From an optimization exercise on the open Yosys and OpenROAD flow, aimed at small area, a short achievable clock period and few clock cycles per item; shortcuts taken in it are not production practice.
The RTL was checked by simulation tests, not by an equivalence proof against the original design.
No activity file was given, so power comes from the tool's default toggle rates.

### flow/config.mk
export PLATFORM = sky130hd
export DESIGN_NAME = lz_compress
export DESIGN_NICKNAME = lz_compress
export VERILOG_FILES = /design/flow/design.v
export SDC_FILE = /design/flow/constraint.sdc
export NUM_CORES = 4
export LEC_CHECK = 0
export CAP_MARGIN = 20
export CORE_MARGIN = 2
export CORE_UTILIZATION = 40
export SLEW_MARGIN = 20
### flow/design.v
module lz_compress (
    input  wire        clk,
    input  wire        rst,
    input  wire        start,
    input  wire [12:0] src_len,
    input  wire [12:0] dst_cap,
    output wire        busy,
    output reg         done,
    output reg  [7:0]  err_code,
    output reg  [12:0] result_len,
    output reg  [11:0] src_addr,
    input  wire [7:0]  src_rdata,
    output reg         dst_we,
    output reg  [12:0] dst_addr,
    output reg  [7:0]  dst_wdata,
    output reg  [11:0] head_addr,
    output reg         head_we,
    output reg  [12:0] head_wdata,
    input  wire [12:0] head_rdata,
    output reg  [10:0] chain_addr,
    output reg         chain_we,
    output reg  [10:0] chain_wdata,
    input  wire [10:0] chain_rdata
);
    localparam [12:0] SRC_SIZE = 13'd4096;
    localparam [12:0] DST_SIZE = 13'd4609;
    localparam [7:0] E_BAD_LENGTH    = 8'h02;
    localparam [7:0] E_DST_TOO_SMALL = 8'h03;
    localparam [5:0]
        S_IDLE  = 6'd0,
        S_CLEAR = 6'd1,
        S_LOOP  = 6'd2,
        S_F0    = 6'd3,    
        S_F1    = 6'd4,
        S_F2    = 6'd5,
        S_F3    = 6'd6,
        S_F4    = 6'd7,    
        S_F5    = 6'd8,    
        S_W     = 6'd9,    
        S_C0    = 6'd10,   
        S_C1    = 6'd11,
        S_C2    = 6'd12,
        S_C3    = 6'd13,   
        S_C4    = 6'd14,
        S_D     = 6'd15,   
        S_PE    = 6'd16,   
        S_BE0   = 6'd17,   
        S_BE1   = 6'd18,
        S_BI    = 6'd19,   
        S_LE    = 6'd20,   
        S_FL0   = 6'd21,   
        S_FL1   = 6'd22,
        S_I0    = 6'd23,   
        S_I1    = 6'd24,
        S_I2    = 6'd25,
        S_I3    = 6'd26,
        S_I4    = 6'd27,
        S_I5    = 6'd28,
        S_T0    = 6'd29,   
        S_T1    = 6'd30,
        S_T2    = 6'd31,
        S_T3    = 6'd32,
        S_T4    = 6'd33,
        S_FIN   = 6'd34;
    reg [5:0]  state;
    reg [5:0]  fl_ret;       
    reg [5:0]  ins_ret;      
    reg [12:0] n;
    reg [12:0] ci;
    reg [12:0] co;
    reg [11:0] clr_idx;
    reg [7:0]  b0, b1;       
    reg [7:0]  t0, t1;       
    reg [7:0]  a_byte;       
    reg [11:0] hash;
    reg [11:0] p;
    reg        p_valid;
    reg [3:0]  l;
    reg [3:0]  lim;
    reg [3:0]  best_l;
    reg [10:0] best_d;
    reg [12:0] ins_p;
    reg [12:0] ins_end;
    reg [7:0]  run [0:7];
    reg [3:0]  run_len;
    reg [2:0]  fl_k;
    assign busy = (state != S_IDLE);
    function [11:0] hash3;
        input [7:0] x0, x1, x2;
        begin
            hash3 = {x0, 4'b0} ^ {2'b0, x1, 2'b0} ^ {4'b0, x2};
        end
    endfunction
    function eligible;
        input [7:0] b;
        begin
            eligible = (b == 8'h00) || (b >= 8'h09 && b <= 8'h7F);
        end
    endfunction
    wire [12:0] remain     = n - ci;
    wire [13:0] bound_full = {1'b0, src_len} + {4'b0, src_len[12:3]} + 14'd1;
    wire [12:0] dist_p     = ci - {1'b0, p};
    wire        is_pair    = (b0 == 8'h20) && (b1[7:6] == 2'b01);
    wire [3:0]  match_l    = (best_l >= 4'd3) ? best_l : 4'd0;
    wire [12:0] dist_q     = ins_p - {1'b0, head_rdata[11:0]};
    wire [12:0] dist_ci    = ci - {1'b0, head_rdata[11:0]};
    always @(*) begin
        src_addr    = ci[11:0];
        dst_we      = 1'b0;
        dst_addr    = co;
        dst_wdata   = 8'h00;
        head_addr   = hash;
        head_we     = 1'b0;
        head_wdata  = 13'd0;
        chain_addr  = p[10:0];
        chain_we    = 1'b0;
        chain_wdata = 11'd0;
        case (state)
            S_CLEAR: begin
                head_addr  = clr_idx;
                head_we    = 1'b1;
                chain_addr = clr_idx[10:0];
                chain_we   = ~clr_idx[11];
            end
            S_F0:    src_addr = ci[11:0];
            S_F1:    src_addr = ci[11:0] + 12'd1;
            S_F2:    src_addr = ci[11:0] + 12'd2;
            S_F5: begin
                head_we     = 1'b1;
                head_wdata  = {1'b1, ci[11:0]};
                chain_addr  = ci[10:0];
                chain_we    = 1'b1;
                chain_wdata = (head_rdata[12] && dist_ci <= 13'd2047) ? dist_ci[10:0] : 11'd0;
            end
            S_C0:    src_addr = p + {8'd0, l};
            S_C1:    src_addr = ci[11:0] + {8'd0, l};
            S_PE: begin
                dst_we    = 1'b1;
                dst_wdata = b1 ^ 8'h80;
            end
            S_BE0: begin
                dst_we    = 1'b1;
                dst_wdata = {2'b10, best_d[10:5]};
            end
            S_BE1: begin
                dst_we    = 1'b1;
                dst_wdata = {best_d[4:0], best_l[2:0] - 3'd3};
            end
            S_LE: begin
                dst_we    = eligible(b0) && (run_len == 4'd0);
                dst_wdata = b0;
            end
            S_FL0: begin
                dst_we    = (run_len != 4'd0);
                dst_wdata = {4'd0, run_len};
            end
            S_FL1: begin
                dst_we    = 1'b1;
                dst_wdata = run[fl_k];
            end
            S_I0:    src_addr = ins_p[11:0];
            S_I1:    src_addr = ins_p[11:0] + 12'd1;
            S_I2:    src_addr = ins_p[11:0] + 12'd2;
            S_I5: begin
                head_we     = 1'b1;
                head_wdata  = {1'b1, ins_p[11:0]};
                chain_addr  = ins_p[10:0];
                chain_we    = 1'b1;
                chain_wdata = (head_rdata[12] && dist_q <= 13'd2047) ? dist_q[10:0] : 11'd0;
            end
            S_T1:    src_addr = ci[11:0];
            S_T2:    src_addr = ci[11:0] + 12'd1;
            default: ;
        endcase
    end
    always @(posedge clk) begin
        if (rst) begin
            state      <= S_IDLE;
            done       <= 1'b0;
            err_code   <= 8'h00;
            result_len <= 13'd0;
            run_len    <= 4'd0;
            ci         <= 13'd0;
            hash       <= 12'd0;
            p          <= 12'd0;
        end else begin
            done <= 1'b0;
            case (state)
                S_IDLE: begin
                    if (start) begin
                        if (src_len > SRC_SIZE || dst_cap > DST_SIZE) begin
                            done       <= 1'b1;
                            err_code   <= E_BAD_LENGTH;
                            result_len <= 13'd0;
                        end else if ({1'b0, dst_cap} < bound_full) begin
                            done       <= 1'b1;
                            err_code   <= E_DST_TOO_SMALL;
                            result_len <= 13'd0;
                        end else begin
                            n       <= src_len;
                            ci      <= 13'd0;
                            co      <= 13'd0;
                            run_len <= 4'd0;
                            clr_idx <= 12'd0;
                            state   <= S_CLEAR;
                        end
                    end
                end
                S_CLEAR: begin
                    clr_idx <= clr_idx + 12'd1;
                    if (clr_idx == 12'd4095)
                        state <= S_LOOP;
                end
                S_LOOP: begin
                    if (remain >= 13'd3)
                        state <= S_F0;
                    else
                        state <= S_T0;
                end
                S_F0: state <= S_F1;
                S_F1: begin
                    b0    <= src_rdata;
                    state <= S_F2;
                end
                S_F2: begin
                    b1    <= src_rdata;
                    state <= S_F3;
                end
                S_F3: begin
                    hash  <= hash3(b0, b1, src_rdata);
                    state <= S_F4;
                end
                S_F4: state <= S_F5;
                S_F5: begin
                    p       <= head_rdata[11:0];
                    p_valid <= head_rdata[12];
                    best_l  <= 4'd0;
                    best_d  <= 11'd0;
                    lim     <= (remain >= 13'd10) ? 4'd10 : remain[3:0];
                    state   <= S_W;
                end
                S_W: begin
                    if (p_valid && dist_p <= 13'd2047) begin
                        l     <= 4'd0;
                        state <= S_C0;
                    end else begin
                        state <= S_D;
                    end
                end
                S_C0: state <= S_C1;
                S_C1: begin
                    a_byte <= src_rdata;
                    state  <= S_C2;
                end
                S_C2: begin
                    if (a_byte == src_rdata) begin
                        l <= l + 4'd1;
                        if (l + 4'd1 < lim)
                            state <= S_C0;
                        else
                            state <= S_C3;
                    end else begin
                        state <= S_C3;
                    end
                end
                S_C3: begin
                    if (l > best_l) begin
                        best_l <= l;
                        best_d <= dist_p[10:0];
                    end
                    state <= S_C4;
                end
                S_C4: begin
                    if (chain_rdata == 11'd0) begin
                        state <= S_D;
                    end else begin
                        p     <= p - {1'b0, chain_rdata};
                        state <= S_W;
                    end
                end
                S_D: begin
                    if (is_pair && match_l <= 4'd3) begin
                        fl_ret <= S_PE;
                        state  <= S_FL0;
                    end else if (match_l >= 4'd3) begin
                        fl_ret <= S_BE0;
                        state  <= S_FL0;
                    end else begin
                        state  <= S_LE;
                    end
                end
                S_PE: begin
                    co      <= co + 13'd1;
                    ins_p   <= ci + 13'd1;
                    ci      <= ci + 13'd2;
                    ins_ret <= S_LOOP;
                    state   <= S_I0;
                end
                S_BE0: begin
                    co    <= co + 13'd1;
                    state <= S_BE1;
                end
                S_BE1: begin
                    co      <= co + 13'd1;
                    ins_p   <= ci + 13'd1;
                    ins_end <= ci + {9'd0, best_l};
                    state   <= S_BI;
                end
                S_BI: begin
                    if (ins_p < ins_end) begin
                        ins_ret <= S_BI;
                        state   <= S_I0;
                    end else begin
                        ci    <= ins_end;
                        state <= S_LOOP;
                    end
                end
                S_LE: begin
                    ci <= ci + 13'd1;
                    if (eligible(b0) && run_len == 4'd0) begin
                        co    <= co + 13'd1;
                        state <= S_LOOP;
                    end else begin
                        run[run_len[2:0]] <= b0;
                        run_len           <= run_len + 4'd1;
                        if (run_len == 4'd7) begin
                            fl_ret <= S_LOOP;
                            state  <= S_FL0;
                        end else begin
                            state <= S_LOOP;
                        end
                    end
                end
                S_FL0: begin
                    if (run_len == 4'd0) begin
                        state <= fl_ret;
                    end else begin
                        co    <= co + 13'd1;
                        fl_k  <= 3'd0;
                        state <= S_FL1;
                    end
                end
                S_FL1: begin
                    co   <= co + 13'd1;
                    fl_k <= fl_k + 3'd1;
                    if ({1'b0, fl_k} == run_len - 4'd1) begin
                        run_len <= 4'd0;
                        state   <= fl_ret;
                    end
                end
                S_I0: begin
                    if (ins_p + 13'd3 > n) begin
                        ins_p <= ins_p + 13'd1;
                        state <= ins_ret;
                    end else begin
                        state <= S_I1;
                    end
                end
                S_I1: begin
                    t0    <= src_rdata;
                    state <= S_I2;
                end
                S_I2: begin
                    t1    <= src_rdata;
                    state <= S_I3;
                end
                S_I3: begin
                    hash  <= hash3(t0, t1, src_rdata);
                    state <= S_I4;
                end
                S_I4: state <= S_I5;
                S_I5: begin
                    ins_p <= ins_p + 13'd1;
                    state <= ins_ret;
                end
                S_T0: begin
                    if (remain == 13'd2)
                        state <= S_T1;
                    else
                        state <= S_T4;
                end
                S_T1: state <= S_T2;         
                S_T2: begin                  
                    b0    <= src_rdata;
                    state <= S_T3;
                end
                S_T3: begin
                    b1 <= src_rdata;
                    if (remain == 13'd2 && b0 == 8'h20 && src_rdata[7:6] == 2'b01) begin
                        fl_ret <= S_PE;
                        state  <= S_FL0;
                    end else begin
                        state <= S_LE;       
                    end
                end
                S_T4: begin
                    if (ci == n) begin
                        fl_ret <= S_FIN;
                        state  <= S_FL0;
                    end else begin
                        state <= S_T1;       
                    end
                end
                S_FIN: begin
                    done       <= 1'b1;
                    err_code   <= 8'h00;
                    result_len <= co;
                    state      <= S_IDLE;
                end
                default: state <= S_IDLE;
            endcase
        end
    end
endmodule
### flow/run.sh
#!/bin/bash
# synth_recipe.tcl (not shown) runs the flow's synth.tcl, then flattens the netlist and writes it again
# the make line also repeats each setting of config.mk as NAME=value (left out here)
make -C /OpenROAD-flow-scripts/flow DESIGN_CONFIG=/design/flow/config.mk WORK_HOME=/design/flow/orfs CLKGATE_MAP_FILE= SYNTH_SCRIPT=/design/flow/synth_recipe.tcl finish
### flow/constraint.sdc
create_clock -name core_clock -period 10.0 [get_ports {clk}]
set_input_delay 2.0000 -clock core_clock [delete_from_list [all_inputs] [get_ports {clk}]]
set_output_delay 2.0000 -clock core_clock [all_outputs]
set_load 0.01 [all_outputs]
==> results.txt <==
==> registers in the layout, indices dropped and copies added (netlist names), 8 cells and up, named ones only <==
register and cells:
b1 8, a_byte 8, co 13, clr_idx 12, t0 8, p 12, ins_end 13, best_d 11
t1 8, b0 8, hash 12, ci 13, result_len 13, n 13, ins_p 13, run 64
==> worst max-delay path: stages <==
cell and delay (ns):
clkdlybuf4s50_1 0.50, inv_1 0.08, ha_1 0.36, o21ai_0 0.16, a21oi_1 0.08, o211ai_1 0.23, a21oi_1 0.10, a2111oi_0 0.86
a21oi_1 0.20, xnor2_1 0.17, nand4_1 0.39, o22ai_1 0.34, clkdlybuf4s50_1 0.58
==> report_power, final <==
group          internal (uW)  switching, uW  leakage, uW
clock                    714            501     0.000528
sequential              1220           44.0      0.00235
combinational            327            502      0.00546
==> stage by stage <==
stage	cells	setup WS, ns
final	2900	1.95
after global routing	2900	1.68
after CTS	2899	2.08
after detailed placement	2837	2.09
after global placement	2837	2.26
after floorplan	2128	2.70
==> Yosys cell counts, types with 6 or more instances <==
cell / number
a211o_1: 6
a221oi_1: 15
o31ai_1: 6
a222oi_1: 6
clkbuf_1: 79
buf_1: 13
mux4_2: 16
o21bai_1: 6
o32ai_1: 6
o211ai_1: 13
xor2_1: 69
a31oi_1: 14
or2_2: 9
nand4_1: 25
inv_1: 132
a211oi_1: 28
nor2_1: 188
a21oi_1: 147
buf_4: 6
or3_1: 18
a311oi_1: 11
mux2i_1: 32
ha_1: 134
a21o_1: 25
and3_1: 32
o21ai_0: 146
dfxtp_1: 66
nor4_1: 19
nand2_1: 235
o22ai_1: 23
nand3_1: 74
a22oi_1: 9
mux2_2: 7
nand2b_1: 21
edfxtp_1: 200
nor3_1: 36
nor3b_1: 7
o21a_1: 19
xnor2_1: 103
and2_1: 11
fa_1: 8
nor2b_1: 23
==> routing by layer <==
| layer | vias up | part of all wire, % | global-route usage (%) |
|---|---|---|---|
| li1 | 8003 | - | - |
| met1 | 8439 | 43 | 36.8 |
| met2 | 888 | 44 | 40.7 |
| met3 | 144 | 9.5 | 5.54 |
| met4 | 0 | 3.2 | 9.29 |
| met5 | - | 0 | 0 |
==> final cells by class <==
class / instances / area (um^2) / area share, %
multi-input combinational: 1622 / 10900 / 48.3
sequential: 266 / 7330 / 32.6
timing repair buffer: 206 / 1940 / 8.63
clock buffer: 47 / 941 / 4.18
tap: 607 / 759 / 3.38
inverter: 137 / 514 / 2.29
clock inverter: 15 / 149 / 0.662
==> path summary, 6_finish.rpt <==
path,from,to,slack (ns),cells after the start
max,head_rdata[2],chain_wdata[1],1.95,13
min,result_len[3],result_len[3],0.46,2
max reg2reg,ci[7],fl_ret[1],4.91,11
min reg2reg,result_len[3],result_len[3],0.46,2
==> logic make-up (layout without fill, tap and decap cells) <==
| group | after synthesis | after routing |
|---|---|---|
| simple gates | 719 | 719 |
| compound gates | 528 | 528 |
| flops | 266 | 266 |
| buf+inv | 240 | 405 |
| xor+xnor | 172 | 172 |
| fa+ha+maj | 142 | 142 |
| mux | 55 | 55 |
| other cells | 1 | 6 |
==> out/results.ini <==
[status]
outcome = finished clean

[placed_design]
dp_hpwl_um = 49500
gp_congestion = 0.940
dpl_cell_area_um2 = 21400
io_buffers = 160

[synthesis]
synth_ff_type = edfxtp_1
ys_warn_count = 1
synth-simple-area-share_pct = 17.7
ys_seq_area_share_pct = 38.5
synth.area.top_cells = edfxtp_1, ha_1, dfxtp_1
syn_inst = 2123
synth_edf_count = 200
yosysTopAreaCellShare_pct = 31.5
yosys.area_share.adder_pct = 9.64
syn_avg_cell_area_um2 = 8.98
synth_compound_area_share_pct = 17.4
async_reset_ff_share_pct = 0
synth_top_family_by_area = simple AND/OR/NAND/NOR gates
syn-cell-area_um2 = 19100
synth_area_leader_cell = edfxtp_1
synth_xor_area_share_pct = 7.91
synth_mux_area_share_pct = 3.99
ys_types = 79
ys_seq_elements = 266

[pwr]
power_uw = 3310
peakVddDrop_v = 0.0000886
p_leak_uw = 0.00833
p_per_area_nw_per_um2 = 147

[final_layout]
final_cell_mix = nand2_1, edfxtp_1, nor2_1, clkdlybuf4s50_1, a21oi_1
fin_nets = 2470
layout_commonest_cell = nand2_1
fin_area_um2 = 22500
final_core_util_pct = 48.1
drive_gt1_share_pct = 6.32
num_antenna_cells = 0
fillCellCount = 4481
area_delta_synth_final_pct = 18.0

[floorplan]
die-height_um = 222
num_rows = 79
start_util_pct = 40.8
core_area_um2 = 46800
die_w_um = 222
ios = 167
dieArea_um2 = 49400

[sta]
finalCriticalPeriod_ns = 8.05
fmax_mhz = 124
final-max-slew-violation-count = 0
finClkSkew_ns = 0.0124
post-route-period-util_pct = 80.5
fin_hold_ws_ns = 0.459
relSlewSlack_pct = 26.2
finalSetupTns_ns = 0
finalHoldViolations = 0
setup_viol = 0
rsz0062_at_grt = false
tightestPinTransition_ns = 1.10

[global_route]
grt_max_degree = 54
grt_overflow = 0
antenna_found_initial = 0
grt_usage_pct = 26.4
grt_pass1_wl_um = 100000
grt_pass1_vias = 16700

[clock_network]
cts_tree = built
cts_resized = 0
clockBufferDepth = 3
clkLatencyLatePin_ns = 0.55
cts_hold_buf = 0
cts.clk_slew.worst_paths_ns = 0.06
cts_root_buffer = clkbuf_16
cts.htree.levels = 2
cts.sinks = 266
cts_setup_buffers = 0
numCtsBuffers = 34

[setup_path]
critPathKind = input port to output port
endpoint_kind = output port
crit_required_ns = 8.00
cp.arrival_ns = 6.05
cp-start-kind = input port
worstPathMaxFanout = 11

[detailed_routing]
wl_per_cell_um = 23.0
firstDrtPassIters = 6
drt_iter0_markers = 1903
drc_errors = 0
ant_nets = 0
finalWirelength_um = 66700
viasPerCell = 6.03
vias = 17500

[min_path]
hold_path_class = flop to flop

[run]
max-cap-violations = 0

Testbench counts, summed over its fixed seeds: cycles 1,880,204, bytes 47,585.

-- afterwards: timing with drivers on the ports --
In the flow no input, the clock included, has a driving cell. The finished layout below was timed again as built, in two steps.
Step 1: set_driving_cell puts a clkbuf_16 on clk and a buf_2 on each other input, an assumption about the parent block.
Step 2 times the ports against the registers' clock, not the clock port: input delays grow and output delays shrink by t, the midpoint of the rising clock arrivals with the driver on.
Slacks: no drivers / after step 1 / after step 2; pairs: no drivers / after step 1.
t (ns): 0.599
setup WS [ns]: 1.948 / 1.916 / 1.916
worst setup path at the end: input to output
After both steps this run still meets setup and hold. For this run, drivers alone change the setup slack by -0.032 ns; drivers and shift together by -0.032 ns.
